Context: an optimization exercise on an open-source flow, tuned for small area, a short achievable clock period and few clock cycles. The choices shown serve that exercise and are no tape-out recipe.
In this exercise RTL edits were held to simulation tests only and were not proved equivalent to the original.
Power and IR drop assume default switching activity.

--- config.mk ---
export PLATFORM = sky130hd
export DESIGN_NAME = eadogm_core
export DESIGN_NICKNAME = eadogm_core
export VERILOG_FILES = /design/flow/design.v
export SDC_FILE = /design/flow/constraint.sdc
export NUM_CORES = 4
export LEC_CHECK = 0
export CAP_MARGIN = 20
export CORE_MARGIN = 2
export CORE_UTILIZATION = 40
export PLACE_DENSITY = 0.6
export SLEW_MARGIN = 20
--- constraint.sdc ---
create_clock -name core_clock -period 12.0 [get_ports {clk}]
set_input_delay 2.4000 -clock core_clock [delete_from_list [all_inputs] [get_ports {clk}]]
set_output_delay 2.4000 -clock core_clock [all_outputs]
set_load 0.01 [all_outputs]
--- design.v ---
module eadogm_sin_rom (
    input  wire [6:0] index,
    output reg  [6:0] data
);
    always @(*) begin
        case (index)
            7'd0: data = 7'd0;
            7'd1: data = 7'd2;
            7'd2: data = 7'd3;
            7'd3: data = 7'd5;
            7'd4: data = 7'd6;
            7'd5: data = 7'd8;
            7'd6: data = 7'd9;
            7'd7: data = 7'd11;
            7'd8: data = 7'd12;
            7'd9: data = 7'd14;
            7'd10: data = 7'd16;
            7'd11: data = 7'd17;
            7'd12: data = 7'd19;
            7'd13: data = 7'd20;
            7'd14: data = 7'd22;
            7'd15: data = 7'd23;
            7'd16: data = 7'd24;
            7'd17: data = 7'd26;
            7'd18: data = 7'd27;
            7'd19: data = 7'd29;
            7'd20: data = 7'd30;
            7'd21: data = 7'd32;
            7'd22: data = 7'd33;
            7'd23: data = 7'd34;
            7'd24: data = 7'd36;
            7'd25: data = 7'd37;
            7'd26: data = 7'd38;
            7'd27: data = 7'd39;
            7'd28: data = 7'd41;
            7'd29: data = 7'd42;
            7'd30: data = 7'd43;
            7'd31: data = 7'd44;
            7'd32: data = 7'd45;
            7'd33: data = 7'd46;
            7'd34: data = 7'd47;
            7'd35: data = 7'd48;
            7'd36: data = 7'd49;
            7'd37: data = 7'd50;
            7'd38: data = 7'd51;
            7'd39: data = 7'd52;
            7'd40: data = 7'd53;
            7'd41: data = 7'd54;
            7'd42: data = 7'd55;
            7'd43: data = 7'd56;
            7'd44: data = 7'd56;
            7'd45: data = 7'd57;
            7'd46: data = 7'd58;
            7'd47: data = 7'd59;
            7'd48: data = 7'd59;
            7'd49: data = 7'd60;
            7'd50: data = 7'd60;
            7'd51: data = 7'd61;
            7'd52: data = 7'd61;
            7'd53: data = 7'd62;
            7'd54: data = 7'd62;
            7'd55: data = 7'd62;
            7'd56: data = 7'd63;
            7'd57: data = 7'd63;
            7'd58: data = 7'd63;
            7'd59: data = 7'd64;
            7'd60: data = 7'd64;
            7'd61: data = 7'd64;
            7'd62: data = 7'd64;
            7'd63: data = 7'd64;
            7'd64: data = 7'd64;
            default: data = 7'd0;
        endcase
    end
endmodule
module eadogm_glyph_rom (
    input  wire [6:0]  index,
    output reg  [34:0] data
);
    always @(*) begin
        case (index)
            7'd0: data = 35'h000000000;
            7'd1: data = 35'h00017C000;
            7'd2: data = 35'h000E00380;
            7'd3: data = 35'h14FE53F94;
            7'd4: data = 35'h1255FD524;
            7'd5: data = 35'h62C8209A3;
            7'd6: data = 35'h5045564B6;
            7'd7: data = 35'h00000C280;
            7'd8: data = 35'h008288E00;
            7'd9: data = 35'h00388A080;
            7'd10: data = 35'h085471508;
            7'd11: data = 35'h0810F8408;
            7'd12: data = 35'h0000C2800;
            7'd13: data = 35'h081020408;
            7'd14: data = 35'h000183000;
            7'd15: data = 35'h020820820;
            7'd16: data = 35'h3E8B268BE;
            7'd17: data = 35'h0081FE100;
            7'd18: data = 35'h4693470C2;
            7'd19: data = 35'h3197160A1;
            7'd20: data = 35'h10FE48A18;
            7'd21: data = 35'h398B162A7;
            7'd22: data = 35'h30932653C;
            7'd23: data = 35'h030A27881;
            7'd24: data = 35'h3693264B6;
            7'd25: data = 35'h1E5326486;
            7'd26: data = 35'h0000D9B00;
            7'd27: data = 35'h0000DAB00;
            7'd28: data = 35'h414450400;
            7'd29: data = 35'h142850A14;
            7'd30: data = 35'h001051141;
            7'd31: data = 35'h061344082;
            7'd32: data = 35'h3E83E64B2;
            7'd33: data = 35'h7E22448FE;
            7'd34: data = 35'h3693264FF;
            7'd35: data = 35'h2283060BE;
            7'd36: data = 35'h1C45060FF;
            7'd37: data = 35'h4193264FF;
            7'd38: data = 35'h0102244FF;
            7'd39: data = 35'h32A3060BE;
            7'd40: data = 35'h7F102047F;
            7'd41: data = 35'h0083FE080;
            7'd42: data = 35'h017F06020;
            7'd43: data = 35'h41445047F;
            7'd44: data = 35'h40810207F;
            7'd45: data = 35'h7F041017F;
            7'd46: data = 35'h7F202027F;
            7'd47: data = 35'h3E83060BE;
            7'd48: data = 35'h0612244FF;
            7'd49: data = 35'h5E43460BE;
            7'd50: data = 35'h4652644FF;
            7'd51: data = 35'h3193264C6;
            7'd52: data = 35'h0103FC081;
            7'd53: data = 35'h3F810203F;
            7'd54: data = 35'h1F410101F;
            7'd55: data = 35'h7F406107F;
            7'd56: data = 35'h632820A63;
            7'd57: data = 35'h0309E0203;
            7'd58: data = 35'h438B268E1;
            7'd59: data = 35'h4183FC000;
            7'd60: data = 35'h202020202;
            7'd61: data = 35'h0001FE0C1;
            7'd62: data = 35'h040404104;
            7'd63: data = 35'h408102040;
            7'd64: data = 35'h000808080;
            7'd65: data = 35'h78A952A20;
            7'd66: data = 35'h38891247F;
            7'd67: data = 35'h208912238;
            7'd68: data = 35'h7F9112238;
            7'd69: data = 35'h18A952A38;
            7'd70: data = 35'h020227F08;
            7'd71: data = 35'h3CA950A08;
            7'd72: data = 35'h78081047F;
            7'd73: data = 35'h0081F6200;
            7'd74: data = 35'h007B12020;
            7'd75: data = 35'h445043F80;
            7'd76: data = 35'h0081FE080;
            7'd77: data = 35'h78086027C;
            7'd78: data = 35'h78081047C;
            7'd79: data = 35'h388912238;
            7'd80: data = 35'h082850A7C;
            7'd81: data = 35'h7C3050A08;
            7'd82: data = 35'h08081047C;
            7'd83: data = 35'h20A952A48;
            7'd84: data = 35'h208111F84;
            7'd85: data = 35'h7C410203C;
            7'd86: data = 35'h1C410101C;
            7'd87: data = 35'h3C80C203C;
            7'd88: data = 35'h445041444;
            7'd89: data = 35'h3CA14280C;
            7'd90: data = 35'h449953244;
            7'd91: data = 35'h0082D8400;
            7'd92: data = 35'h0001FC000;
            7'd93: data = 35'h0010DA080;
            7'd94: data = 35'h0838A8408;
            7'd95: data = 35'h0810A8E08;
            default: data = 35'h0;
        endcase
    end
endmodule
module eadogm_core (
    input  wire        clk,
    input  wire        rst,
    input  wire        cmd_valid,
    output wire        cmd_ready,
    input  wire [63:0] cmd_word,
    output wire [2:0]  err,
    output wire [3:0]  cur_page,
    output wire [6:0]  cur_col,
    output wire [7:0]  ret,
    output reg         mem_en,
    output reg         mem_we,
    output reg  [9:0]  mem_addr,
    output reg  [7:0]  mem_wdata,
    input  wire [7:0]  mem_rdata
);
    localparam [7:0] MODE_SET   = 8'h73;
    localparam [7:0] MODE_CLEAR = 8'h63;
    localparam [3:0] S_IDLE  = 4'd0;
    localparam [3:0] S_SEG   = 4'd1;
    localparam [3:0] S_WALK  = 4'd2;
    localparam [3:0] S_MUL   = 4'd3;
    localparam [3:0] S_DIV   = 4'd4;
    localparam [3:0] S_PRIME = 4'd5;
    localparam [3:0] S_TEXT  = 4'd6;
    localparam [3:0] S_LF    = 4'd7;
    localparam [3:0] S_DRAIN = 4'd8;
    localparam [3:0] S_STEPS = 4'd9;
    localparam integer EVICT_AT = 3;
    reg [3:0]  state;
    reg [2:0]  err_q;
    reg [3:0]  page_q;
    reg [6:0]  col_q;
    reg [7:0]  ret_q;
    assign cmd_ready = (state == S_IDLE);
    assign err       = err_q;
    assign cur_page  = page_q;
    assign cur_col   = col_q;
    assign ret       = ret_q;
    wire [7:0] w_op = cmd_word[7:0];
    wire [7:0] b0   = cmd_word[15:8];
    wire [7:0] b1   = cmd_word[23:16];
    wire [7:0] b2   = cmd_word[31:24];
    wire [7:0] b3   = cmd_word[39:32];
    wire [7:0] b4   = cmd_word[47:40];
    wire [7:0] b5   = cmd_word[55:48];
    wire [7:0] b6   = cmd_word[63:56];
    wire op_pix    = (w_op == 8'h01);
    wire op_point  = (w_op == 8'h02);
    wire op_hline  = (w_op == 8'h03);
    wire op_vline  = (w_op == 8'h04);
    wire op_line   = (w_op == 8'h05);
    wire op_rect   = (w_op == 8'h06);
    wire op_arc    = (w_op == 8'h07);
    wire op_putc   = (w_op == 8'h08);
    wire op_setpg  = (w_op == 8'h09);
    wire op_setcol = (w_op == 8'h0A);
    wire op_putcat = (w_op == 8'h0B);
    wire op_draw   = op_pix | op_point | op_hline | op_vline | op_line | op_rect | op_arc;
    reg [7:0] w_t, w_m;
    always @(*) begin
        w_t = 8'd0;
        w_m = b2;
        if (op_point) begin w_t = b2; w_m = b3; end
        if (op_hline | op_vline) begin w_t = b3; w_m = b4; end
        if (op_line | op_rect) begin w_t = b4; w_m = b5; end
        if (op_arc) begin w_t = b5; w_m = b6; end
    end
    wire w_tbad = (w_t > 8'd1);
    wire w_mset = (w_m == MODE_SET);
    wire w_mbad = !w_mset && (w_m != MODE_CLEAR);
    reg [7:0] w_x1, w_y1, w_x2, w_y2;
    always @(*) begin
        w_x1 = b1; w_y1 = b0; w_x2 = b1; w_y2 = b0;                           
        if (op_hline) begin w_x1 = b0; w_y1 = b2; w_x2 = b1; w_y2 = b2; end
        if (op_vline) begin w_x1 = b0; w_y1 = b1; w_x2 = b0; w_y2 = b2; end
        if (op_line)  begin w_x1 = b0; w_y1 = b1; w_x2 = b2; w_y2 = b3; end
        if (op_rect)  begin w_x1 = b0; w_y1 = b1; w_x2 = b2; w_y2 = b1; end
    end
    reg [7:0] a0, a1, a2, a3;
    reg       is_rect, is_arc;
    reg       thick;
    reg       mset;            
    reg [1:0] side;            
    reg signed [9:0] sx1, sy1, sx2, sy2;    
    reg              prev_ok;               
    wire y1_bad = sy1[9] | (sy1[8:6] != 3'd0);
    wire x1_bad = sx1[9] | (sx1[8:7] != 2'd0);
    wire y2_bad = sy2[9] | (sy2[8:6] != 3'd0);
    wire x2_bad = sx2[9] | (sx2[8:7] != 2'd0);
    wire [2:0] chk_code = y1_bad ? 3'd1 : x1_bad ? 3'd2 : y2_bad ? 3'd1 : x2_bad ? 3'd2 : 3'd0;
    wire       chk_ok   = !(y1_bad | x1_bad | y2_bad | x2_bad);
    wire [6:0] ux1 = sx1[6:0];
    wire [6:0] uy1 = sy1[6:0];
    wire [6:0] ux2 = sx2[6:0];
    wire [6:0] uy2 = sy2[6:0];
    wire [6:0] adx = (ux2 > ux1) ? (ux2 - ux1) : (ux1 - ux2);
    wire [6:0] ady = (uy2 > uy1) ? (uy2 - uy1) : (uy1 - uy2);
    wire       setup_steep = (ady > adx);
    wire [6:0] ta1 = setup_steep ? uy1 : ux1;
    wire [6:0] tb1 = setup_steep ? ux1 : uy1;
    wire [6:0] ta2 = setup_steep ? uy2 : ux2;
    wire [6:0] tb2 = setup_steep ? ux2 : uy2;
    wire       setup_swap = (ta1 > ta2);
    wire [6:0] sa1 = setup_swap ? ta2 : ta1;
    wire [6:0] sb1 = setup_swap ? tb2 : tb1;
    wire [6:0] sa2 = setup_swap ? ta1 : ta2;
    wire [6:0] sb2 = setup_swap ? tb1 : tb2;
    wire [6:0] sdx = setup_steep ? ady : adx;
    wire [6:0] sdy = setup_steep ? adx : ady;
    wire       seg_same = (ux1 == ux2) && (uy1 == uy2);
    reg [7:0] rx1, ry1, rx2, ry2;
    always @(*) begin
        case (side)
            2'd0:    begin rx1 = a0; ry1 = a3; rx2 = a2; ry2 = a3; end    
            2'd1:    begin rx1 = a0; ry1 = a1; rx2 = a0; ry2 = a3; end    
            default: begin rx1 = a2; ry1 = a1; rx2 = a2; ry2 = a3; end    
        endcase
    end
    reg [6:0]        wx, wxe, wy, wdx, wdy;
    reg signed [8:0] werr;
    reg              steep, yneg, wfirst, skipf, skipl;
    reg [4:0]        wdone;
    wire [6:0] prow = steep ? wx : wy;
    wire [6:0] pcol = steep ? wy : wx;
    wire       is_last = (wx == wxe);
    wire       skip_pt = (wfirst & skipf) | (is_last & skipl);
    wire [2:0] pg  = prow[5:3];
    wire [7:0] bit_r = 8'd1 << prow[2:0];
    wire [6:0] rowm = prow - 7'd1;
    wire [6:0] rowp = prow + 7'd1;
    wire [6:0] colm = pcol - 7'd1;
    wire [6:0] colp = pcol + 7'd1;
    reg [4:0] wvec;
    always @(*) begin
        wvec[0] = 1'b1;
        wvec[1] = thick & (steep ? (pcol != 7'd0)   : ((prow[2:0] == 3'd0) && (prow != 7'd0)));
        wvec[2] = thick & (steep ? (pcol != 7'd127) : ((prow[2:0] == 3'd7) && (prow != 7'd63)));
        wvec[3] = thick & wfirst  & (steep ? (prow != 7'd0)  : (pcol != 7'd0));
        wvec[4] = thick & is_last & (steep ? (prow != 7'd63) : (pcol != 7'd127));
        if (skip_pt) wvec = 5'd0;
    end
    wire [4:0] wpend = wvec & ~wdone;
    wire [4:0] wsel  = wpend & (~wpend + 5'd1);
    wire [4:0] wmore = wpend & ~wsel;
    reg [9:0] w_addr;
    reg [7:0] w_mask;
    always @(*) begin
        w_addr = {pg, pcol};
        w_mask = (thick & !steep) ? (bit_r | {bit_r[6:0], 1'b0} | {1'b0, bit_r[7:1]}) : bit_r;
        if (wsel[1]) begin
            if (steep) begin w_addr = {pg, colm}; w_mask = bit_r; end
            else       begin w_addr = {pg - 3'd1, pcol}; w_mask = 8'h80; end
        end
        if (wsel[2]) begin
            if (steep) begin w_addr = {pg, colp}; w_mask = bit_r; end
            else       begin w_addr = {pg + 3'd1, pcol}; w_mask = 8'h01; end
        end
        if (wsel[3]) begin
            if (steep) begin w_addr = {rowm[5:3], pcol}; w_mask = 8'd1 << rowm[2:0]; end
            else       begin w_addr = {pg, colm}; w_mask = bit_r; end
        end
        if (wsel[4]) begin
            if (steep) begin w_addr = {rowp[5:3], pcol}; w_mask = 8'd1 << rowp[2:0]; end
            else       begin w_addr = {pg, colp}; w_mask = bit_r; end
        end
    end
    wire signed [8:0] err_sub = werr - $signed({2'b00, wdy});
    reg [8:0]  dw;             
    reg [23:0] acc;            
    reg [9:0]  steps;          
    reg [8:0]  dq;             
    reg [9:0]  dr;             
    reg [9:0]  drem;           
    reg [3:0]  cnt;
    reg [8:0]  aq;             
    reg [9:0]  arem;           
    reg [9:0]  smp_left;       
    reg [1:0]  sp;             
    reg        p2_valid;       
    reg [6:0]  mag_q;
    reg        neg_q;
    wire [8:0]  w_dw = (b4 > b3) ? ({1'b0, b4} - {1'b0, b3}) : (9'd256 - {1'b0, b3} + {1'b0, b4});
    wire [16:0] dw201 = {dw, 7'd0} + {1'b0, dw, 6'd0} + {4'd0, dw, 3'd0} + {8'd0, dw};
    wire [9:0]  steps_raw = acc[23:14];
    wire [10:0] div_t  = {drem, dw[4'd8 - cnt]};
    wire        div_ge = (div_t >= {1'b0, steps});
    wire [7:0] angle     = a3 + aq[7:0];
    wire [7:0] angle_cos = angle + 8'd64;
    wire [7:0] ang_sel   = (sp == 2'd2) ? angle : angle_cos;    
    wire [6:0] sin_idx   = ang_sel[6] ? (7'd64 - {1'b0, ang_sel[5:0]}) : {1'b0, ang_sel[5:0]};
    wire [6:0] sin_mag;
    eadogm_sin_rom u_sin_rom (.index(sin_idx), .data(sin_mag));
    wire [14:0]        prod  = a2 * mag_q;
    wire signed [15:0] prods = neg_q ? -$signed({1'b0, prod}) : $signed({1'b0, prod});
    wire signed [15:0] offs  = prods >>> 6;
    wire [7:0]         ccent = (sp == 2'd2) ? a0 : a1;
    wire signed [9:0]  smp_v = $signed({2'b00, ccent}) + offs[9:0];
    wire [10:0] arem_add = {1'b0, arem} + {1'b0, dr};
    wire        arem_ge  = (arem_add >= {1'b0, steps});
    reg [6:0] tg;             
    reg [2:0] tpage;
    reg [6:0] tcol;
    reg [2:0] tshift;
    reg [2:0] tk;
    reg       tspill;
    wire [34:0] glyph_word;
    eadogm_glyph_rom u_glyph_rom (.index(tg), .data(glyph_word));
    reg  [6:0]  glyph_byte;
    always @(*) begin
        case (tk)
            3'd0:    glyph_byte = glyph_word[6:0];
            3'd1:    glyph_byte = glyph_word[13:7];
            3'd2:    glyph_byte = glyph_word[20:14];
            3'd3:    glyph_byte = glyph_word[27:21];
            default: glyph_byte = glyph_word[34:28];
        endcase
    end
    wire [14:0] gshift = {8'd0, glyph_byte} << tshift;
    wire [7:0]  t_mask = tspill ? {1'b0, gshift[14:8]} : gshift[7:0];
    wire [9:0]  t_addr = {tspill ? (tpage + 3'd1) : tpage, tcol + {4'd0, tk}};
    wire [3:0] norm_page  = (page_q == 4'd8) ? 4'd0 : page_q;
    wire       col_wrap   = (col_q > 7'd121);
    wire [3:0] wrap_page  = col_wrap ? (norm_page + 4'd1) : norm_page;
    wire [3:0] glyph_page = (wrap_page == 4'd8) ? 4'd0 : wrap_page;
    wire [6:0] glyph_col  = col_wrap ? 7'd0 : col_q;
    wire char0_bad = (b0 < 8'h20) || (b0 > 8'h7F);
    wire char2_bad = (b2 < 8'h20) || (b2 > 8'h7F);
    reg        ib_valid;
    reg [9:0]  ib_addr;
    reg [7:0]  ib_mask;
    reg [3:0]  cv, crd;
    reg [9:0]  ca0, ca1, ca2, ca3;
    reg [7:0]  cm0, cm1, cm2, cm3;
    reg [1:0]  head, rp, tail;
    reg [2:0]  count;
    reg        rd_d1, rd_d2;
    reg [7:0]  cap;
    wire [9:0] ca_head = (head == 2'd0) ? ca0 : (head == 2'd1) ? ca1 : (head == 2'd2) ? ca2 : ca3;
    wire [7:0] cm_head = (head == 2'd0) ? cm0 : (head == 2'd1) ? cm1 : (head == 2'd2) ? cm2 : cm3;
    wire [9:0] ca_rp   = (rp == 2'd0) ? ca0 : (rp == 2'd1) ? ca1 : (rp == 2'd2) ? ca2 : ca3;
    wire       retire  = rd_d2;
    wire [7:0] newdata = mset ? (cap | cm_head) : (cap & ~cm_head);
    wire       do_write = retire && (newdata != cap);
    wire [3:0] head_oh  = 4'd1 << head;
    wire [3:0] rp_oh    = 4'd1 << rp;
    wire [3:0] tail_oh  = 4'd1 << tail;
    wire [3:0] hit_vec  = cv & ~(retire ? head_oh : 4'd0) &
                          {ca3 == ib_addr, ca2 == ib_addr, ca1 == ib_addr, ca0 == ib_addr};
    wire       hit      = |hit_vec;
    wire       ib_take  = ib_valid && (hit || (count != 3'd4));
    wire       alloc    = ib_valid && !hit && (count != 3'd4);
    wire       buf_free = !ib_valid || ib_take;
    wire       rp_ready = |(rp_oh & cv & ~crd);
    wire       evict_ok = (count >= EVICT_AT) || (state == S_DRAIN);
    wire       do_read  = !do_write && (state != S_LF) && rp_ready && evict_ok;
    wire [2:0] count_nx = count + {2'd0, alloc} - {2'd0, retire};
    always @(*) begin
        mem_en    = 1'b0;
        mem_we    = 1'b0;
        mem_addr  = ca_rp;
        mem_wdata = newdata;
        if (state == S_LF) begin
            mem_en    = 1'b1;
            mem_we    = 1'b1;
            mem_addr  = {tpage, tcol};
            mem_wdata = 8'd0;
        end else if (do_write) begin
            mem_en   = 1'b1;
            mem_we   = 1'b1;
            mem_addr = ca_head;
        end else if (do_read) begin
            mem_en   = 1'b1;
        end
    end
    reg        g_emit;
    reg [9:0]  g_addr;
    reg [7:0]  g_mask;
    always @(*) begin
        g_emit = 1'b0;
        g_addr = w_addr;
        g_mask = w_mask;
        if (state == S_WALK) begin
            g_emit = (wpend != 5'd0);
        end else if (state == S_TEXT) begin
            g_emit = (t_mask != 8'd0);
            g_addr = t_addr;
            g_mask = t_mask;
        end
    end
    wire g_go = !g_emit || buf_free;    
    always @(posedge clk) begin
        cap <= mem_rdata;
        if (rst) begin
            cv       <= 4'd0;
            crd      <= 4'd0;
            head     <= 2'd0;
            rp       <= 2'd0;
            tail     <= 2'd0;
            count    <= 3'd0;
            rd_d1    <= 1'b0;
            rd_d2    <= 1'b0;
            ib_valid <= 1'b0;
        end else begin
            rd_d1 <= do_read;
            rd_d2 <= rd_d1;
            count <= count_nx;
            if (hit_vec[0] && ib_valid) cm0 <= cm0 | ib_mask;
            if (hit_vec[1] && ib_valid) cm1 <= cm1 | ib_mask;
            if (hit_vec[2] && ib_valid) cm2 <= cm2 | ib_mask;
            if (hit_vec[3] && ib_valid) cm3 <= cm3 | ib_mask;
            if (alloc) begin
                case (tail)
                    2'd0: begin ca0 <= ib_addr; cm0 <= ib_mask; end
                    2'd1: begin ca1 <= ib_addr; cm1 <= ib_mask; end
                    2'd2: begin ca2 <= ib_addr; cm2 <= ib_mask; end
                    default: begin ca3 <= ib_addr; cm3 <= ib_mask; end
                endcase
                tail <= tail + 2'd1;
            end
            if (do_read) rp <= rp + 2'd1;
            if (retire) head <= head + 2'd1;
            cv  <= (cv  & ~(retire ? head_oh : 4'd0)) | (alloc ? tail_oh : 4'd0);
            crd <= (crd & ~(retire ? head_oh : 4'd0) & ~(alloc ? tail_oh : 4'd0)) | (do_read ? rp_oh : 4'd0);
            if (g_emit && buf_free) begin
                ib_valid <= 1'b1;
                ib_addr  <= g_addr;
                ib_mask  <= g_mask;
            end else if (ib_take) begin
                ib_valid <= 1'b0;
            end
        end
    end
    always @(posedge clk) begin
        if (rst) begin
            state    <= S_IDLE;
            err_q    <= 3'd0;
            page_q   <= 4'd0;
            col_q    <= 7'd0;
            ret_q    <= 8'd0;
            sp       <= 2'd0;
            p2_valid <= 1'b0;
        end else begin
            if (sp == 2'd1) begin
                mag_q <= sin_mag;
                neg_q <= angle_cos[7];
                sp    <= 2'd2;
            end else if (sp == 2'd2) begin
                if (!p2_valid || (state == S_SEG) || (state == S_PRIME)) begin
                    sx2   <= smp_v;
                    mag_q <= sin_mag;
                    neg_q <= angle[7];
                    aq    <= aq + dq + {8'd0, arem_ge};
                    arem  <= arem_ge ? (arem_add[9:0] - steps) : arem_add[9:0];
                    sp    <= 2'd3;
                end
            end else if (sp == 2'd3) begin
                sy2      <= smp_v;
                p2_valid <= 1'b1;
                mag_q    <= sin_mag;
                neg_q    <= angle_cos[7];
                smp_left <= smp_left - 10'd1;
                sp       <= (smp_left == 10'd0) ? 2'd0 : 2'd2;
            end
            case (state)
                S_IDLE: begin
                    if (cmd_valid) begin
                        a0 <= b0; a1 <= b1; a2 <= b2; a3 <= b3;
                        is_rect <= op_rect;
                        is_arc  <= op_arc;
                        thick   <= w_t[0];
                        mset    <= w_mset | !op_draw;
                        side    <= 2'd0;
                        prev_ok <= 1'b0;
                        dw      <= w_dw;
                        sx1 <= {2'b00, w_x1}; sy1 <= {2'b00, w_y1};
                        sx2 <= {2'b00, w_x2}; sy2 <= {2'b00, w_y2};
                        err_q <= 3'd0;
                        if (op_draw) begin
                            if (w_tbad) begin
                                err_q <= 3'd5;
                            end else if (w_mbad) begin
                                err_q <= 3'd4;
                            end else if (op_arc) begin
                                acc   <= 24'd0;
                                cnt   <= 4'd0;
                                state <= S_MUL;
                            end else begin
                                state <= S_SEG;
                            end
                        end else if (op_putc) begin
                            ret_q  <= b0;
                            tg     <= b0[6:0] - 7'h20;
                            tk     <= 3'd0;
                            tspill <= 1'b0;
                            tshift <= 3'd0;
                            if (b0 == 8'h0A) begin
                                tpage <= norm_page[2:0];
                                tcol  <= col_q;
                                state <= S_LF;
                            end else if (char0_bad) begin
                                err_q <= 3'd6;
                            end else begin
                                tpage  <= glyph_page[2:0];
                                tcol   <= glyph_col;
                                page_q <= glyph_page;
                                col_q  <= glyph_col + 7'd6;
                                state  <= S_TEXT;
                            end
                        end else if (op_setpg) begin
                            if (b0 >= 8'd8) err_q <= 3'd3;
                            else            page_q <= b0[3:0];
                        end else if (op_setcol) begin
                            if (b0 >= 8'd121) err_q <= 3'd2;
                            else              col_q <= b0[6:0];
                        end else if (op_putcat) begin
                            tg     <= b2[6:0] - 7'h20;
                            tk     <= 3'd0;
                            tspill <= 1'b0;
                            tshift <= b0[2:0];
                            tpage  <= b0[5:3];
                            tcol   <= b1[6:0];
                            if (b0 >= 8'd57)      err_q <= 3'd1;
                            else if (b1 >= 8'd121) err_q <= 3'd2;
                            else if (char2_bad)    err_q <= 3'd6;
                            else                   state <= S_TEXT;
                        end else begin
                            err_q <= 3'd7;
                        end
                    end
                end
                S_MUL: begin
                    acc <= {acc[22:0], 1'b0} + (a2[3'd7 - cnt[2:0]] ? {7'd0, dw201} : 24'd0);
                    cnt <= cnt + 4'd1;
                    if (cnt == 4'd7) state <= S_STEPS;
                end
                S_STEPS: begin
                    steps    <= (steps_raw == 10'd0) ? 10'd1 : steps_raw;
                    smp_left <= (steps_raw == 10'd0) ? 10'd1 : steps_raw;
                    drem     <= 10'd0;
                    dq       <= 9'd0;
                    cnt      <= 4'd0;
                    state    <= S_DIV;
                end
                S_DIV: begin
                    drem <= div_ge ? (div_t[9:0] - steps) : div_t[9:0];
                    dq   <= {dq[7:0], div_ge};
                    cnt  <= cnt + 4'd1;
                    if (cnt == 4'd8) begin
                        dr    <= div_ge ? (div_t[9:0] - steps) : div_t[9:0];
                        aq    <= 9'd0;
                        arem  <= 10'd0;
                        sp    <= 2'd1;
                        state <= S_PRIME;
                    end
                end
                S_PRIME: begin
                    if (p2_valid) begin
                        sx1 <= sx2;
                        sy1 <= sy2;
                        p2_valid <= 1'b0;
                        state <= S_SEG;
                    end
                end
                S_SEG: begin
                    if (is_arc && !p2_valid) begin
                        if (sp == 2'd0) state <= S_DRAIN;
                    end else begin
                        if (is_arc) begin
                            sx1 <= sx2;
                            sy1 <= sy2;
                            p2_valid <= 1'b0;
                            prev_ok <= chk_ok;
                        end
                        if (!chk_ok) begin
                            if (err_q == 3'd0) err_q <= chk_code;
                        end
                        steep  <= setup_steep;
                        wx     <= sa1;
                        wxe    <= sa2;
                        wy     <= sb1;
                        wdx    <= sdx;
                        wdy    <= sdy;
                        werr   <= {3'b000, sdx[6:1]};
                        yneg   <= (sb2 < sb1);
                        wfirst <= 1'b1;
                        wdone  <= 5'd0;
                        skipf  <= is_arc & prev_ok & !setup_swap;
                        skipl  <= is_arc & prev_ok & setup_swap;
                        if (chk_ok && !(is_arc && prev_ok && seg_same)) begin
                            state <= S_WALK;
                        end else begin
                            if (is_rect) begin
                                if (side == 2'd3) begin
                                    state <= S_DRAIN;
                                end else begin
                                    side <= side + 2'd1;
                                    sx1 <= {2'b00, rx1}; sy1 <= {2'b00, ry1};
                                    sx2 <= {2'b00, rx2}; sy2 <= {2'b00, ry2};
                                end
                            end else if (!is_arc) begin
                                state <= S_DRAIN;
                            end
                        end
                    end
                end
                S_WALK: begin
                    if (g_go) begin
                        if (wmore != 5'd0 && g_emit) begin
                            wdone <= wdone | wsel;
                        end else begin
                            wdone <= 5'd0;
                            if (is_last) begin
                                if (is_rect) begin
                                    if (side == 2'd3) begin
                                        state <= S_DRAIN;
                                    end else begin
                                        side <= side + 2'd1;
                                        sx1 <= {2'b00, rx1}; sy1 <= {2'b00, ry1};
                                        sx2 <= {2'b00, rx2}; sy2 <= {2'b00, ry2};
                                        state <= S_SEG;
                                    end
                                end else if (is_arc) begin
                                    state <= S_SEG;
                                end else begin
                                    state <= S_DRAIN;
                                end
                            end else begin
                                wfirst <= 1'b0;
                                wx <= wx + 7'd1;
                                if (err_sub < 0) begin
                                    wy   <= yneg ? (wy - 7'd1) : (wy + 7'd1);
                                    werr <= err_sub + $signed({2'b00, wdx});
                                end else begin
                                    werr <= err_sub;
                                end
                            end
                        end
                    end
                end
                S_TEXT: begin
                    if (g_go) begin
                        if (!tspill && tshift != 3'd0) begin
                            tspill <= 1'b1;
                        end else begin
                            tspill <= 1'b0;
                            tk     <= tk + 3'd1;
                            if (tk == 3'd4) state <= S_DRAIN;
                        end
                    end
                end
                S_LF: begin
                    tcol <= tcol + 7'd1;
                    if (tcol == 7'd127) begin
                        page_q <= {1'b0, tpage} + 4'd1;
                        col_q  <= 7'd0;
                        state  <= S_IDLE;
                    end
                end
                S_DRAIN: begin
                    if (!ib_valid && (count_nx == 3'd0)) state <= S_IDLE;
                end
                default: state <= S_IDLE;
            endcase
        end
    end
endmodule
--- run.sh ---
#!/bin/bash
# synth_recipe.tcl (not shown) runs the flow's synth.tcl, then flattens the netlist and writes it again
# the make line also repeats each setting of config.mk as NAME=value (left out here)
make -C /OpenROAD-flow-scripts/flow DESIGN_CONFIG=/design/flow/config.mk WORK_HOME=/design/flow/orfs CLKGATE_MAP_FILE= SYNTH_SCRIPT=/design/flow/synth_recipe.tcl finish
==> flow_summary.json, run 1 <==
{
  "status": "stopped before the end",
  "lastStage": "1_2_yosys",
  "tool.error": "ERROR: TCL interpreter returned an error: Source files actually used in the design:",
  "ys_warn_count": 3
}
Testbench counts, summed over its fixed seeds: cycles 295,243.
==> run 2, diff against run 1 <==
--- a/design.v
+++ b/design.v
@@ -79,103 +79,204 @@
 );
     always @(*) begin
         case (index)
-            7'd0: data = 35'h000000000;
-            7'd1: data = 35'h00017C000;
-            7'd2: data = 35'h000E00380;
-            7'd3: data = 35'h14FE53F94;
-            7'd4: data = 35'h1255FD524;
-            7'd5: data = 35'h62C8209A3;
-            7'd6: data = 35'h5045564B6;
-            7'd7: data = 35'h00000C280;
-            7'd8: data = 35'h008288E00;
-            7'd9: data = 35'h00388A080;
-            7'd10: data = 35'h085471508;
-            7'd11: data = 35'h0810F8408;
-            7'd12: data = 35'h0000C2800;
-            7'd13: data = 35'h081020408;
-            7'd14: data = 35'h000183000;
-            7'd15: data = 35'h020820820;
-            7'd16: data = 35'h3E8B268BE;
-            7'd17: data = 35'h0081FE100;
-            7'd18: data = 35'h4693470C2;
-            7'd19: data = 35'h3197160A1;
-            7'd20: data = 35'h10FE48A18;
-            7'd21: data = 35'h398B162A7;
-            7'd22: data = 35'h30932653C;
-            7'd23: data = 35'h030A27881;
-            7'd24: data = 35'h3693264B6;
-            7'd25: data = 35'h1E5326486;
-            7'd26: data = 35'h0000D9B00;
-            7'd27: data = 35'h0000DAB00;
-            7'd28: data = 35'h414450400;
-            7'd29: data = 35'h142850A14;
-            7'd30: data = 35'h001051141;
-            7'd31: data = 35'h061344082;
-            7'd32: data = 35'h3E83E64B2;
-            7'd33: data = 35'h7E22448FE;
-            7'd34: data = 35'h3693264FF;
-            7'd35: data = 35'h2283060BE;
-            7'd36: data = 35'h1C45060FF;
-            7'd37: data = 35'h4193264FF;
-            7'd38: data = 35'h0102244FF;
-            7'd39: data = 35'h32A3060BE;
-            7'd40: data = 35'h7F102047F;
-            7'd41: data = 35'h0083FE080;
-            7'd42: data = 35'h017F06020;
-            7'd43: data = 35'h41445047F;
-            7'd44: data = 35'h40810207F;
-            7'd45: data = 35'h7F041017F;
-            7'd46: data = 35'h7F202027F;
-            7'd47: data = 35'h3E83060BE;
-            7'd48: data = 35'h0612244FF;
-            7'd49: data = 35'h5E43460BE;
-            7'd50: data = 35'h4652644FF;
-            7'd51: data = 35'h3193264C6;
-            7'd52: data = 35'h0103FC081;
-            7'd53: data = 35'h3F810203F;
-            7'd54: data = 35'h1F410101F;
-            7'd55: data = 35'h7F406107F;
-            7'd56: data = 35'h632820A63;
-            7'd57: data = 35'h0309E0203;
-            7'd58: data = 35'h438B268E1;
-            7'd59: data = 35'h4183FC000;
-            7'd60: data = 35'h202020202;
-            7'd61: data = 35'h0001FE0C1;
-            7'd62: data = 35'h040404104;
-            7'd63: data = 35'h408102040;
-            7'd64: data = 35'h000808080;
-            7'd65: data = 35'h78A952A20;
-            7'd66: data = 35'h38891247F;
-            7'd67: data = 35'h208912238;
-            7'd68: data = 35'h7F9112238;
-            7'd69: data = 35'h18A952A38;
-            7'd70: data = 35'h020227F08;
-            7'd71: data = 35'h3CA950A08;
-            7'd72: data = 35'h78081047F;
-            7'd73: data = 35'h0081F6200;
-            7'd74: data = 35'h007B12020;
-            7'd75: data = 35'h445043F80;
-            7'd76: data = 35'h0081FE080;
-            7'd77: data = 35'h78086027C;
-            7'd78: data = 35'h78081047C;
-            7'd79: data = 35'h388912238;
-            7'd80: data = 35'h082850A7C;
-            7'd81: data = 35'h7C3050A08;
-            7'd82: data = 35'h08081047C;
-            7'd83: data = 35'h20A952A48;
-            7'd84: data = 35'h208111F84;
-            7'd85: data = 35'h7C410203C;
-            7'd86: data = 35'h1C410101C;
-            7'd87: data = 35'h3C80C203C;
-            7'd88: data = 35'h445041444;
-            7'd89: data = 35'h3CA14280C;
-            7'd90: data = 35'h449953244;
-            7'd91: data = 35'h0082D8400;
-            7'd92: data = 35'h0001FC000;
-            7'd93: data = 35'h0010DA080;
-            7'd94: data = 35'h0838A8408;
-            7'd95: data = 35'h0810A8E08;
-            default: data = 35'h0;
+            7'd0: data[20:0] = 21'h0;
+            7'd1: data[20:0] = 21'h17C000;
+            7'd2: data[20:0] = 21'h380;
+            7'd3: data[20:0] = 21'h53F94;
+            7'd4: data[20:0] = 21'h1FD524;
+            7'd5: data[20:0] = 21'h209A3;
+            7'd6: data[20:0] = 21'h1564B6;
+            7'd7: data[20:0] = 21'hC280;
+            7'd8: data[20:0] = 21'h88E00;
+            7'd9: data[20:0] = 21'h8A080;
+            7'd10: data[20:0] = 21'h71508;
+            7'd11: data[20:0] = 21'hF8408;
+            7'd12: data[20:0] = 21'hC2800;
+            7'd13: data[20:0] = 21'h20408;
+            7'd14: data[20:0] = 21'h183000;
+            7'd15: data[20:0] = 21'h20820;
+            7'd16: data[20:0] = 21'h1268BE;
+            7'd17: data[20:0] = 21'h1FE100;
+            7'd18: data[20:0] = 21'h1470C2;
+            7'd19: data[20:0] = 21'h1160A1;
+            7'd20: data[20:0] = 21'h48A18;
+            7'd21: data[20:0] = 21'h1162A7;
+            7'd22: data[20:0] = 21'h12653C;
+            7'd23: data[20:0] = 21'h27881;
+            7'd24: data[20:0] = 21'h1264B6;
+            7'd25: data[20:0] = 21'h126486;
+            7'd26: data[20:0] = 21'hD9B00;
+            7'd27: data[20:0] = 21'hDAB00;
+            7'd28: data[20:0] = 21'h50400;
+            7'd29: data[20:0] = 21'h50A14;
+            7'd30: data[20:0] = 21'h51141;
+            7'd31: data[20:0] = 21'h144082;
+            7'd32: data[20:0] = 21'h1E64B2;
+            7'd33: data[20:0] = 21'h448FE;
+            7'd34: data[20:0] = 21'h1264FF;
+            7'd35: data[20:0] = 21'h1060BE;
+            7'd36: data[20:0] = 21'h1060FF;
+            7'd37: data[20:0] = 21'h1264FF;
+            7'd38: data[20:0] = 21'h244FF;
+            7'd39: data[20:0] = 21'h1060BE;
+            7'd40: data[20:0] = 21'h2047F;
+            7'd41: data[20:0] = 21'h1FE080;
+            7'd42: data[20:0] = 21'h106020;
+            7'd43: data[20:0] = 21'h5047F;
+            7'd44: data[20:0] = 21'h10207F;
+            7'd45: data[20:0] = 21'h1017F;
+            7'd46: data[20:0] = 21'h2027F;
+            7'd47: data[20:0] = 21'h1060BE;
+            7'd48: data[20:0] = 21'h244FF;
+            7'd49: data[20:0] = 21'h1460BE;
+            7'd50: data[20:0] = 21'h644FF;
+            7'd51: data[20:0] = 21'h1264C6;
+            7'd52: data[20:0] = 21'h1FC081;
+            7'd53: data[20:0] = 21'h10203F;
+            7'd54: data[20:0] = 21'h10101F;
+            7'd55: data[20:0] = 21'h6107F;
+            7'd56: data[20:0] = 21'h20A63;
+            7'd57: data[20:0] = 21'h1E0203;
+            7'd58: data[20:0] = 21'h1268E1;
+            7'd59: data[20:0] = 21'h1FC000;
+            7'd60: data[20:0] = 21'h20202;
+            7'd61: data[20:0] = 21'h1FE0C1;
+            7'd62: data[20:0] = 21'h4104;
+            7'd63: data[20:0] = 21'h102040;
+            7'd64: data[20:0] = 21'h8080;
+            7'd65: data[20:0] = 21'h152A20;
+            7'd66: data[20:0] = 21'h11247F;
+            7'd67: data[20:0] = 21'h112238;
+            7'd68: data[20:0] = 21'h112238;
+            7'd69: data[20:0] = 21'h152A38;
+            7'd70: data[20:0] = 21'h27F08;
+            7'd71: data[20:0] = 21'h150A08;
+            7'd72: data[20:0] = 21'h1047F;
+            7'd73: data[20:0] = 21'h1F6200;
+            7'd74: data[20:0] = 21'h112020;
+            7'd75: data[20:0] = 21'h43F80;
+            7'd76: data[20:0] = 21'h1FE080;
+            7'd77: data[20:0] = 21'h6027C;
+            7'd78: data[20:0] = 21'h1047C;
+            7'd79: data[20:0] = 21'h112238;
+            7'd80: data[20:0] = 21'h50A7C;
+            7'd81: data[20:0] = 21'h50A08;
+            7'd82: data[20:0] = 21'h1047C;
+            7'd83: data[20:0] = 21'h152A48;
+            7'd84: data[20:0] = 21'h111F84;
+            7'd85: data[20:0] = 21'h10203C;
+            7'd86: data[20:0] = 21'h10101C;
+            7'd87: data[20:0] = 21'hC203C;
+            7'd88: data[20:0] = 21'h41444;
+            7'd89: data[20:0] = 21'h14280C;
+            7'd90: data[20:0] = 21'h153244;
+            7'd91: data[20:0] = 21'hD8400;
+            7'd92: data[20:0] = 21'h1FC000;
+            7'd93: data[20:0] = 21'hDA080;
+            7'd94: data[20:0] = 21'hA8408;
+            7'd95: data[20:0] = 21'hA8E08;
+            default: data[20:0] = 21'h0;
+        endcase
+    end
+    always @(*) begin
+        case (index)
+            7'd0: data[34:21] = 14'h0;
+            7'd1: data[34:21] = 14'h0;
+            7'd2: data[34:21] = 14'h7;
+            7'd3: data[34:21] = 14'hA7F;
+            7'd4: data[34:21] = 14'h92A;
+            7'd5: data[34:21] = 14'h3164;
+            7'd6: data[34:21] = 14'h2822;
+            7'd7: data[34:21] = 14'h0;
+            7'd8: data[34:21] = 14'h41;
+            7'd9: data[34:21] = 14'h1C;
+            7'd10: data[34:21] = 14'h42A;
+            7'd11: data[34:21] = 14'h408;
+            7'd12: data[34:21] = 14'h0;
+            7'd13: data[34:21] = 14'h408;
+            7'd14: data[34:21] = 14'h0;
+            7'd15: data[34:21] = 14'h104;
+            7'd16: data[34:21] = 14'h1F45;
+            7'd17: data[34:21] = 14'h40;
+            7'd18: data[34:21] = 14'h2349;
+            7'd19: data[34:21] = 14'h18CB;
+            7'd20: data[34:21] = 14'h87F;
+            7'd21: data[34:21] = 14'h1CC5;
+            7'd22: data[34:21] = 14'h1849;
+            7'd23: data[34:21] = 14'h185;
+            7'd24: data[34:21] = 14'h1B49;
+            7'd25: data[34:21] = 14'hF29;
+            7'd26: data[34:21] = 14'h0;
+            7'd27: data[34:21] = 14'h0;
+            7'd28: data[34:21] = 14'h20A2;
+            7'd29: data[34:21] = 14'hA14;
+            7'd30: data[34:21] = 14'h8;
+            7'd31: data[34:21] = 14'h309;
+            7'd32: data[34:21] = 14'h1F41;
+            7'd33: data[34:21] = 14'h3F11;
+            7'd34: data[34:21] = 14'h1B49;
+            7'd35: data[34:21] = 14'h1141;
+            7'd36: data[34:21] = 14'hE22;
+            7'd37: data[34:21] = 14'h20C9;
+            7'd38: data[34:21] = 14'h81;
+            7'd39: data[34:21] = 14'h1951;
+            7'd40: data[34:21] = 14'h3F88;
+            7'd41: data[34:21] = 14'h41;
+            7'd42: data[34:21] = 14'hBF;
+            7'd43: data[34:21] = 14'h20A2;
+            7'd44: data[34:21] = 14'h2040;
+            7'd45: data[34:21] = 14'h3F82;
+            7'd46: data[34:21] = 14'h3F90;
+            7'd47: data[34:21] = 14'h1F41;
+            7'd48: data[34:21] = 14'h309;
+            7'd49: data[34:21] = 14'h2F21;
+            7'd50: data[34:21] = 14'h2329;
+            7'd51: data[34:21] = 14'h18C9;
+            7'd52: data[34:21] = 14'h81;
+            7'd53: data[34:21] = 14'h1FC0;
+            7'd54: data[34:21] = 14'hFA0;
+            7'd55: data[34:21] = 14'h3FA0;
+            7'd56: data[34:21] = 14'h3194;
+            7'd57: data[34:21] = 14'h184;
+            7'd58: data[34:21] = 14'h21C5;
+            7'd59: data[34:21] = 14'h20C1;
+            7'd60: data[34:21] = 14'h1010;
+            7'd61: data[34:21] = 14'h0;
+            7'd62: data[34:21] = 14'h202;
+            7'd63: data[34:21] = 14'h2040;
+            7'd64: data[34:21] = 14'h4;
+            7'd65: data[34:21] = 14'h3C54;
+            7'd66: data[34:21] = 14'h1C44;
+            7'd67: data[34:21] = 14'h1044;
+            7'd68: data[34:21] = 14'h3FC8;
+            7'd69: data[34:21] = 14'hC54;
+            7'd70: data[34:21] = 14'h101;
+            7'd71: data[34:21] = 14'h1E54;
+            7'd72: data[34:21] = 14'h3C04;
+            7'd73: data[34:21] = 14'h40;
+            7'd74: data[34:21] = 14'h3D;
+            7'd75: data[34:21] = 14'h2228;
+            7'd76: data[34:21] = 14'h40;
+            7'd77: data[34:21] = 14'h3C04;
+            7'd78: data[34:21] = 14'h3C04;
+            7'd79: data[34:21] = 14'h1C44;
+            7'd80: data[34:21] = 14'h414;
+            7'd81: data[34:21] = 14'h3E18;
+            7'd82: data[34:21] = 14'h404;
+            7'd83: data[34:21] = 14'h1054;
+            7'd84: data[34:21] = 14'h1040;
+            7'd85: data[34:21] = 14'h3E20;
+            7'd86: data[34:21] = 14'hE20;
+            7'd87: data[34:21] = 14'h1E40;
+            7'd88: data[34:21] = 14'h2228;
+            7'd89: data[34:21] = 14'h1E50;
+            7'd90: data[34:21] = 14'h224C;
+            7'd91: data[34:21] = 14'h41;
+            7'd92: data[34:21] = 14'h0;
+            7'd93: data[34:21] = 14'h8;
+            7'd94: data[34:21] = 14'h41C;
+            7'd95: data[34:21] = 14'h408;
+            default: data[34:21] = 14'h0;
         endcase
     end
 endmodule
==> flow_summary.json, run 2 <==
{
  "status": "no timing/DRC/antenna violations",
  "reg2reg_from": "sy1[1]$_DFFE_PP_",
  "ir_drop_v": 0.0002868,
  "grt_pass1_wl_mm": 198.8,
  "synth_edf_count": 358,
  "yosys.area.top_type": "edfxtp_1",
  "powerDensity_nw_per_um2": 187.1,
  "cp_data_required_time_ns": 12.36,
  "synth_cells": 4442,
  "ys_ff_latch": 450,
  "cts-root-buf": "clkbuf_16",
  "routed_wl_mm": 129.2,
  "ys_warn_count": 3,
  "p_sw_mw": 3.363,
  "start_util_pct": 40.49,
  "drtIter0Drc": 4072,
  "clock_skew_ns": 0.02165,
  "min-delay-path-class": "reg2reg",
  "cp_slowest_cell": "a21oi_1",
  "end_kind": "flop",
  "use_met1_pct": 36.79,
  "internal_power_mw": 4.638,
  "grt_start_max_net_pins": 86,
  "relSlewSlack_pct": 12.10,
  "clk_pin_slew_ns": 0.06,
  "setup_viol": 0,
  "routed-via-count": 34880,
  "overflow": 0,
  "cts_buffers": 53,
  "rows": 113,
  "die_w_um": 314.3,
  "seqCellArea_um2": 12590,
  "n_fill_cell": 9308,
  "clkPwrFrac_pct": 21.3,
  "diodes": 0,
  "drc": 0,
  "ys_async_sr_fraction_pct": 0,
  "post_drt_wl_per_cell_um": 22.58,
  "yosys-top-cells-count": "nand2_1, nor2_1, edfxtp_1, a21oi_1, o21ai_0",
  "io_pins": 118,
  "cts_tree": "yes",
  "power.share.switching_pct": 42.04,
  "cts_resized": 0,
  "avgSynthCellArea_um2": 8.672,
  "arrival_ns": 9.45,
  "cts.hold.buffers_added": 0,
  "finalCritPeriodShare_pct": 75.77,
  "combPwrFrac_pct": 52.5,
  "path_buf_inv": 5,
  "grt_pass1_vias": 32990,
  "syn_area_um2": 38520,
  "ant_nets": 0,
  "synth_area_leaders": "edfxtp_1, ha_1, dfxtp_1",
  "multi_input_area_um2": 24150,
  "reg2reg_depth": 33,
  "yosysUniqueCellTypes": 83,
  "synth_fp_nets": 4847,
  "max-cap-violations": 0,
  "period_needed_ns": 9.092,
  "clock_sinks": 450,
  "worstHoldEndpoint": "rd_d2$_SDFF_PP0_",
  "die-area_um2": 98810,
  "maxSlewViolCount": 0,
  "core_area_um2": 95150,
  "layout-drive-gt1-share_pct": 6.330,
  "yosysSeqAreaShare_pct": 32.69,
  "p_leak_nw": 16.40,
  "gr-max-usage-layer": "met2",
  "min_from": "rd_d1$_SDFF_PP0_",
  "final_cell_mix": "nand2_1, nor2_1, edfxtp_1, a21oi_1, o21ai_0",
  "tns_ns": 0,
  "power_mw": 8.001,
  "cp_slowest_stage_delay_ns": 0.76,
  "cp-start-kind": "flop",
  "synth_top_area_share_pct": 27.91,
  "worstSkewPairLatency_ns": 0.62,
  "ctsHtreeMaxLevel": 2,
  "use_met2_pct": 37.91,
  "critPathLaunch": "sy1[1]$_DFFE_PP_",
  "reg2reg_to": "yneg$_DFFE_PP_",
  "mostFrequentLayoutCell": "nand2_1",
  "path_class": "reg2reg",
  "dpl.hpwl_mm": 94.88,
  "place.gp.congestion": 1.005,
  "tightestPinTransition_ns": 1.302,
  "synthToLayoutAreaGrowth_pct": 11.01,
  "final_hold_viol_count": 0,
  "track_usage_pct": 25.46,
  "die_h_um": 314.3,
  "fmaxAchievable_mhz": 110.0,
  "grtUsageMet3_pct": 4.572,
  "antenna_found_initial": 0,
  "finalNetCount": 4815,
  "io_buffers": 117,
  "largest_reg_flops": 35,
  "worst-path-max-fanout": 64,
  "pwr-share-seq_pct": 26.2,
  "cp_top_family": "compound AO/OA/AOI/OAI gates",
  "hold_depth": 1,
  "rrSetupSlack_ns": 2.91,
  "cts.path.max_buffers": 3,
  "yosysMostFrequentCell": "nand2_1",
  "firstDrtPassIters": 6,
  "synth_top_flop_cell": "edfxtp_1",
  "rsz0062_at_grt": "false",
  "routed_via_density": 6.098,
  "post_cts_buffers": 0
}
## run 2: kinds of logic after synthesis
logic type               Yosys count  synth area share, %
flip-flops                       450                32.69
buffers and inverters            521                5.119
adder cells (fa/ha/maj)          330                11.81
AND/OR/NAND/NOR                 1396                16.90
multiplexers                     248                6.941
AO/OA/AOI/OAI                   1264                21.21
XOR/XNOR                         233                5.333
## run 2: final cells by class
type                       instances  share of cell area (%)
multi-input combinational       3471                   56.47
sequential                       450                   29.45
timing repair buffer             186                   3.938
tap                             1265                   3.701
clock buffer                      72                   3.637
inverter                         248                   2.177
clock inverter                    28                  0.6320
## run 2: worst max-delay path by stage
stage | depth (start not counted) | slack, ns | to
after floorplan | 35 | 4.10 | yneg$_DFFE_PP_
after global placement | 34 | 3.13 | yneg$_DFFE_PP_
after detailed placement | 34 | 2.94 | yneg$_DFFE_PP_
after CTS | 34 | 2.92 | yneg$_DFFE_PP_
after global routing | 34 | 2.10 | yneg$_DFFE_PP_
final | 33 | 2.91 | yneg$_DFFE_PP_
## run 2: power groups by stage
stage | Combinational (mW) | Sequential, mW | Clock, mW
after floorplan | 3.09 | 2.05 | 0
final | 4.20 | 2.10 | 1.70
after detailed placement | 4.13 | 2.12 | 0
after CTS | 4.15 | 2.09 | 1.74
after global placement | 4.12 | 2.12 | 0
after global routing | 4.66 | 2.11 | 1.79
## run 2: stage by stage
stage | instances | util [%] | hold slack [ns] | cell area [um2] | setup WS, ns
after floorplan | 4442 | - | 0.4138 | 38520 | 4.096
after global routing | 5720 | 44.94 | 0.4675 | 42760 | 2.096
final | 5720 | 44.94 | 0.4445 | 42760 | 2.908
after global placement | 5619 | 43.00 | 0.4360 | 40920 | 3.127
after detailed placement | 5619 | 43.01 | 0.4325 | 40930 | 2.937
after CTS | 5719 | 44.93 | 0.4540 | 42750 | 2.917
## run 2: metal layers
metal	share of wire, %	vias to the layer above
li1	-	16220
met1	45	16600
met2	42	1755
met3	9.2	306
met4	3.9	0
met5	0	-
Testbench counts of run 2, summed over its fixed seeds: cycles 295,243.

## afterwards: timing with drivers on the ports
Ports are ideal in the flow. The routed layout listed here was re-timed in OpenROAD.
Step 1 (the two cells are an assumption about what drives the block):
set clk [get_ports {clk}]
set_driving_cell -lib_cell sky130_fd_sc_hd__clkbuf_16 $clk
set_driving_cell -lib_cell sky130_fd_sc_hd__buf_2 [delete_from_list [all_inputs] $clk]
Step 2 times the ports against the registers' clock, not the clock port: input delays grow and output delays shrink by t, the midpoint of the rising clock arrivals with the driver on.
Three values: ideal ports, drivers, drivers and shift; two values: the first two.
run: run 2
t, ns: 0.671
setup slack, ns: 2.908 / 2.908 / 2.908
pins driven straight from the clock port: 1
After both steps setup and hold are still met in run 2. The setup slack of run 2 moves by 0.000 ns with the drivers and by 0.000 ns with both steps.
